What follows belongs to an exercise in optimizing a design on an open flow for small area; a production flow would make more cautious choices.
Only simulation tests tie the RTL to the original design; equivalence was not proved.
No driver is modelled on the clock port, so clocking that relies on it looks cheaper here than on a real chip.
No activity file was given, so power comes from the tool's default toggle rates.

Design aqtc_qelem, start of the top module:
module aqtc_qelem (
    input  wire        clk,
    input  wire        rst,
    input  wire        in_valid,
    input  wire        in_qblk,
    input  wire [10:0] in_slot,
    input  wire [31:0] in_c,
    input  wire [7:0]  in_e,
    input  wire [3:0]  in_bap,
    output wire        out_valid,
    output wire [2:0]  out_err,
    output wire [10:0] out_slot,
    output wire [31:0] out_word,
    output wire        out_hwe,
    output wire [10:0] out_hslot,
    output wire [15:0] out_hval
);
Size: about 1300 cells after synthesis, ~130 flip-flops, about 0.0097 sq mm of cells after synthesis.
clock: 20.0 ns
lec_check: 0
abc_area: 1
cap_margin: 5
core_margin: 2
core_utilization: 70
slew_margin: 5
standard.sh (not shown) runs the stock make flow with config.mk's settings and CLKGATE_MAP_FILE= SYNTH_SCRIPT=/design/flow/synth_recipe.tcl, a recipe that flattens the netlist after the stock synthesis.
==> flow/flow/run.sh <==
#!/bin/bash
# Standard layout, with: the combinational logic re-mapped for area after
# floorplanning (restructure.tcl), the smallest buffer for the port buffers,
# cells with slack to spare downsized after placement repair (recover.tcl),
# small clock-tree buffers without dummy loads, and the clock buffers that
# drive many flip-flops upsized after clock tree synthesis (cts_fix.tcl).
set -e
export POST_FLOORPLAN_TCL="$PWD/flow/restructure.tcl"
export BUFFER_PORTS_ARGS="-buffer_cell sky130_fd_sc_hd__buf_1"
export POST_RESIZE_TCL="$PWD/flow/recover.tcl"
export CTS_ARGS="-sink_clustering_enable -repair_clock_nets -dont_use_dummy_load -buf_list sky130_fd_sc_hd__clkbuf_4 -sink_clustering_max_diameter 40"
export POST_CTS_TCL="$PWD/flow/cts_fix.tcl"
bash standard.sh > standard.log 2>&1
Other scripts of this flow, unchanged in this note and not shown: flow/flow/cts_fix.tcl, flow/flow/recover.tcl, flow/flow/restructure.tcl
==> next run, changes <==
CAP_MARGIN = 20   (was 5)
SLEW_MARGIN = 20   (was 5)
- clock skew is about the same
- power stays flat
- worst hold slack is better by 0.0039 ns
- design area hardly moves
- clock power barely changes
- global-route usage stays the same
- setup slack improves by 0.42 ns
- fmax goes up by 3.3%

========
run 1:
Another version of the RTL of aqtc_qelem (not shown whole).
Size in the first run: ~1,300 cells after synthesis, roughly 130 flip-flops, ~130 I/O pins, ~9700 sq um of cells after synthesis.
clock: 20.0 ns
lec_check: 0
abc_area: 1
cap_margin: 20
core_margin: 2
core_utilization: 60
slew_margin: 20
==> flow/flow/run.sh <==
#!/bin/bash
# Standard layout, with: the combinational logic re-mapped for area after
# floorplanning (restructure.tcl), the smallest buffer for the port buffers,
# cells with slack to spare downsized after placement repair (recover.tcl),
# and small clock-tree buffers without dummy loads.
set -e
export POST_FLOORPLAN_TCL="$PWD/flow/restructure.tcl"
export BUFFER_PORTS_ARGS="-buffer_cell sky130_fd_sc_hd__buf_1"
export POST_RESIZE_TCL="$PWD/flow/recover.tcl"
export CTS_ARGS="-sink_clustering_enable -repair_clock_nets -dont_use_dummy_load -buf_list {sky130_fd_sc_hd__clkbuf_4 sky130_fd_sc_hd__clkbuf_8} -sink_clustering_max_diameter 40"
bash standard.sh > standard.log 2>&1
==> flow/flow/restructure.tcl <==
# Area recovery on the synthesized netlist: re-map its combinational logic
# with ABC for area (OpenROAD restructure), using the platform library
# without its don't-use cells.  Registers are not touched.
set lib_in  [lindex $::env(LIB_FILES) 0]
set rmp_dir $::env(OBJECTS_DIR)/rmp
file mkdir $rmp_dir
set lib_out $rmp_dir/rmp_cells.lib
set fi [open $lib_in r]
set fo [open $lib_out w]
set skip 0
set depth 0
while { [gets $fi line] >= 0 } {
  if { !$skip && [regexp {^\s*cell\s*\(\s*"?([A-Za-z0-9_]+)"?\s*\)} $line -> name] } {
    foreach p $::env(DONT_USE_CELLS) {
      if { [string match $p $name] } {
        set skip 1
        set depth 0
        break
      }
    }
  }
  if { $skip } {
    incr depth [regexp -all {\{} $line]
    incr depth -[regexp -all {\}} $line]
    if { $depth <= 0 && [regexp {\}} $line] } {
      set skip 0
    }
    continue
  }
  puts $fo $line
}
close $fi
close $fo
report_design_area
restructure -target area -liberty_file $lib_out \
  -tielo_port sky130_fd_sc_hd__conb_1/LO -tiehi_port sky130_fd_sc_hd__conb_1/HI \
  -work_dir $rmp_dir
report_design_area
# restructure leaves the tie cells it replaced driving nets with no load:
# remove those.
set block [ord::get_db_block]
set n_removed 0
foreach inst [$block getInsts] {
  if { [[$inst getMaster] getName] != "sky130_fd_sc_hd__conb_1" } { continue }
  set used 0
  set nets {}
  foreach it [$inst getITerms] {
    set net [$it getNet]
    if { $net == "NULL" } { continue }
    if { [$net getSigType] != "SIGNAL" } { continue }
    lappend nets $net
    if { [llength [$net getITerms]] > 1 || [llength [$net getBTerms]] > 0 } { set used 1 }
  }
  if { !$used } {
    odb::dbInst_destroy $inst
    foreach net $nets { odb::dbNet_destroy $net }
    incr n_removed
  }
}
puts "removed $n_removed unused tie cells"
report_design_area
Other scripts of this flow, unchanged in this note and not shown: flow/flow/recover.tcl
Relative to run 1, the following input files were edited for run 2:
- a change of CORE_UTILIZATION from 60 to 70
==> flow/flow/run.sh <==
#!/bin/bash
# Standard layout, with: the combinational logic re-mapped for area after
# floorplanning (restructure.tcl), the smallest buffer for the port buffers,
# cells with slack to spare downsized after placement repair (recover.tcl),
# small clock-tree buffers without dummy loads, and the clock buffers that
# drive many flip-flops upsized after clock tree synthesis (cts_fix.tcl).
set -e
export POST_FLOORPLAN_TCL="$PWD/flow/restructure.tcl"
export BUFFER_PORTS_ARGS="-buffer_cell sky130_fd_sc_hd__buf_1"
export POST_RESIZE_TCL="$PWD/flow/recover.tcl"
export CTS_ARGS="-sink_clustering_enable -repair_clock_nets -dont_use_dummy_load -buf_list sky130_fd_sc_hd__clkbuf_4 -sink_clustering_max_diameter 40"
export POST_CTS_TCL="$PWD/flow/cts_fix.tcl"
bash standard.sh > standard.log 2>&1
==> flow/flow/cts_fix.tcl (new file) <==
# After clock tree synthesis: upsize the clock buffers that drive many
# flip-flops (or a slow edge) to the next size, so that every flip-flop
# clock pin sees a sharp edge, then legalize the placement again.
estimate_parasitics -placement
set n_up 0
foreach inst [get_cells *] {
  if { [get_property $inst ref_name] != "sky130_fd_sc_hd__clkbuf_4" } { continue }
  set out [get_pins -of_objects $inst -filter "direction == output"]
  set net [get_nets -of_objects $out]
  set loads [llength [get_pins -of_objects $net -filter "direction == input"]]
  set slow 0
  foreach p [get_pins -of_objects $net -filter "direction == input"] {
    if { [get_property $p slew_max] > 0.100 } { set slow 1 }
  }
  if { $loads >= 11 || $slow } {
    replace_cell $inst sky130_fd_sc_hd__clkbuf_8
    incr n_up
  }
}
puts "upsized $n_up clock buffers"
detailed_placement
check_placement -verbose
--- outcome ---
- Against run 1, worst ir drop on vdd in run 2 fell by more than a quarter.
- Wire: run 2 routes less than run 1
- Run comparison: run 2 timing startpoint of the critical path in_bap[2]; run 1 timing startpoint of the critical path in_bap[0]
- Standard-cell row count was higher in run 1 than in run 2.
- Summary of run 2 over run 1: area growth from synthesis to final layout dropped 1.8 points; worst setup slack after layout moved down; cell area after placement down 0.61%; post-route non-filler standard cell count shrank by about 3%.
[inputs] run 3 vs run 2
- changing CORE_UTILIZATION from 70 to 60
==> flow/flow/run.sh <==
#!/bin/bash
# Standard layout, with: the combinational logic re-mapped for area before
# floorplanning (restructure.tcl), the smallest buffer for the port buffers,
# cells with slack to spare downsized after placement repair (recover.tcl),
# and small clock-tree buffers without dummy loads.
set -e
export PRE_FLOORPLAN_TCL="$PWD/flow/restructure.tcl"
export BUFFER_PORTS_ARGS="-buffer_cell sky130_fd_sc_hd__buf_1"
export POST_RESIZE_TCL="$PWD/flow/recover.tcl"
export CTS_ARGS="-sink_clustering_enable -repair_clock_nets -dont_use_dummy_load -buf_list sky130_fd_sc_hd__clkbuf_4 -sink_clustering_max_diameter 40"
bash standard.sh > standard.log 2>&1
==> flow/flow/restructure.tcl <==
# Area recovery on the synthesized netlist: re-map its combinational logic
# with ABC for area (OpenROAD restructure, two passes), using the platform library
# without its don't-use cells.  Registers are not touched.
set lib_in  [lindex $::env(LIB_FILES) 0]
set rmp_dir $::env(OBJECTS_DIR)/rmp
file mkdir $rmp_dir
set lib_out $rmp_dir/rmp_cells.lib
set fi [open $lib_in r]
set fo [open $lib_out w]
set skip 0
set depth 0
while { [gets $fi line] >= 0 } {
  if { !$skip && [regexp {^\s*cell\s*\(\s*"?([A-Za-z0-9_]+)"?\s*\)} $line -> name] } {
    foreach p $::env(DONT_USE_CELLS) {
      if { [string match $p $name] } {
        set skip 1
        set depth 0
        break
      }
    }
  }
  if { $skip } {
    incr depth [regexp -all {\{} $line]
    incr depth -[regexp -all {\}} $line]
    if { $depth <= 0 && [regexp {\}} $line] } {
      set skip 0
    }
    continue
  }
  puts $fo $line
}
close $fi
close $fo
report_design_area
restructure -target area -liberty_file $lib_out \
  -tielo_port sky130_fd_sc_hd__conb_1/LO -tiehi_port sky130_fd_sc_hd__conb_1/HI \
  -work_dir $rmp_dir
report_design_area
restructure -target area -liberty_file $lib_out \
  -tielo_port sky130_fd_sc_hd__conb_1/LO -tiehi_port sky130_fd_sc_hd__conb_1/HI \
  -work_dir $rmp_dir
report_design_area
removed: flow/flow/cts_fix.tcl
Placement row count went up by a few percent going from run 2 to run 3. Synthesized area per cell up 7.9% in run 3 wrt run 2. Stage in which a tool error killed run 3: floorplan (2_1_floorplan). [compare] base=run 2 new=run 3: chip width increased 1.9 um, area of the mapped netlist went down by 11%, effective utilization at floorplan has decreased, vertical die dimension now sits higher.

==> afterwards: timing with drivers on the ports <==
Ports are ideal in the flow. The routed layouts listed here were re-timed in OpenROAD. Step 1 sets driving cells, clkbuf_16 on the clock port and buf_2 on the other inputs (assumed; they add their load-dependent delay and slew). Step 2, shift: input delay + t, output delay - t, t = (earliest + latest rising clock arrival at the registers) / 2. This alone moves slack from input paths to output paths. Slacks: ideal / step 1 / step 2; pairs: ideal / step 1.
run | t (ns) | setup slack, ns | latest minus earliest clock arrival (ns) | slew at the worst register clock pin (ns) | worst slew at a driven data input, ns
the first run of note 1 | 0.427 | 6.725 / 6.737 / 6.310 | 0.034 / 0.034 | 0.10 / 0.10 | 0.06
the second run of note 1 | 0.426 | 7.146 / 7.161 / 6.734 | 0.035 / 0.035 | 0.10 / 0.10 | 0.06
run 1 | 0.438 | 6.337 / 6.343 / 5.905 | 0.037 / 0.036 | 0.08 / 0.08 | 0.04
run 2 | 0.417 | 6.031 / 6.038 / 5.621 | 0.032 / 0.032 | 0.09 / 0.09 | 0.04
After both steps setup and hold are still met in every run listed. For run 1, which loses most, drivers alone change the setup slack by +0.006 ns; drivers and shift together by -0.432 ns.
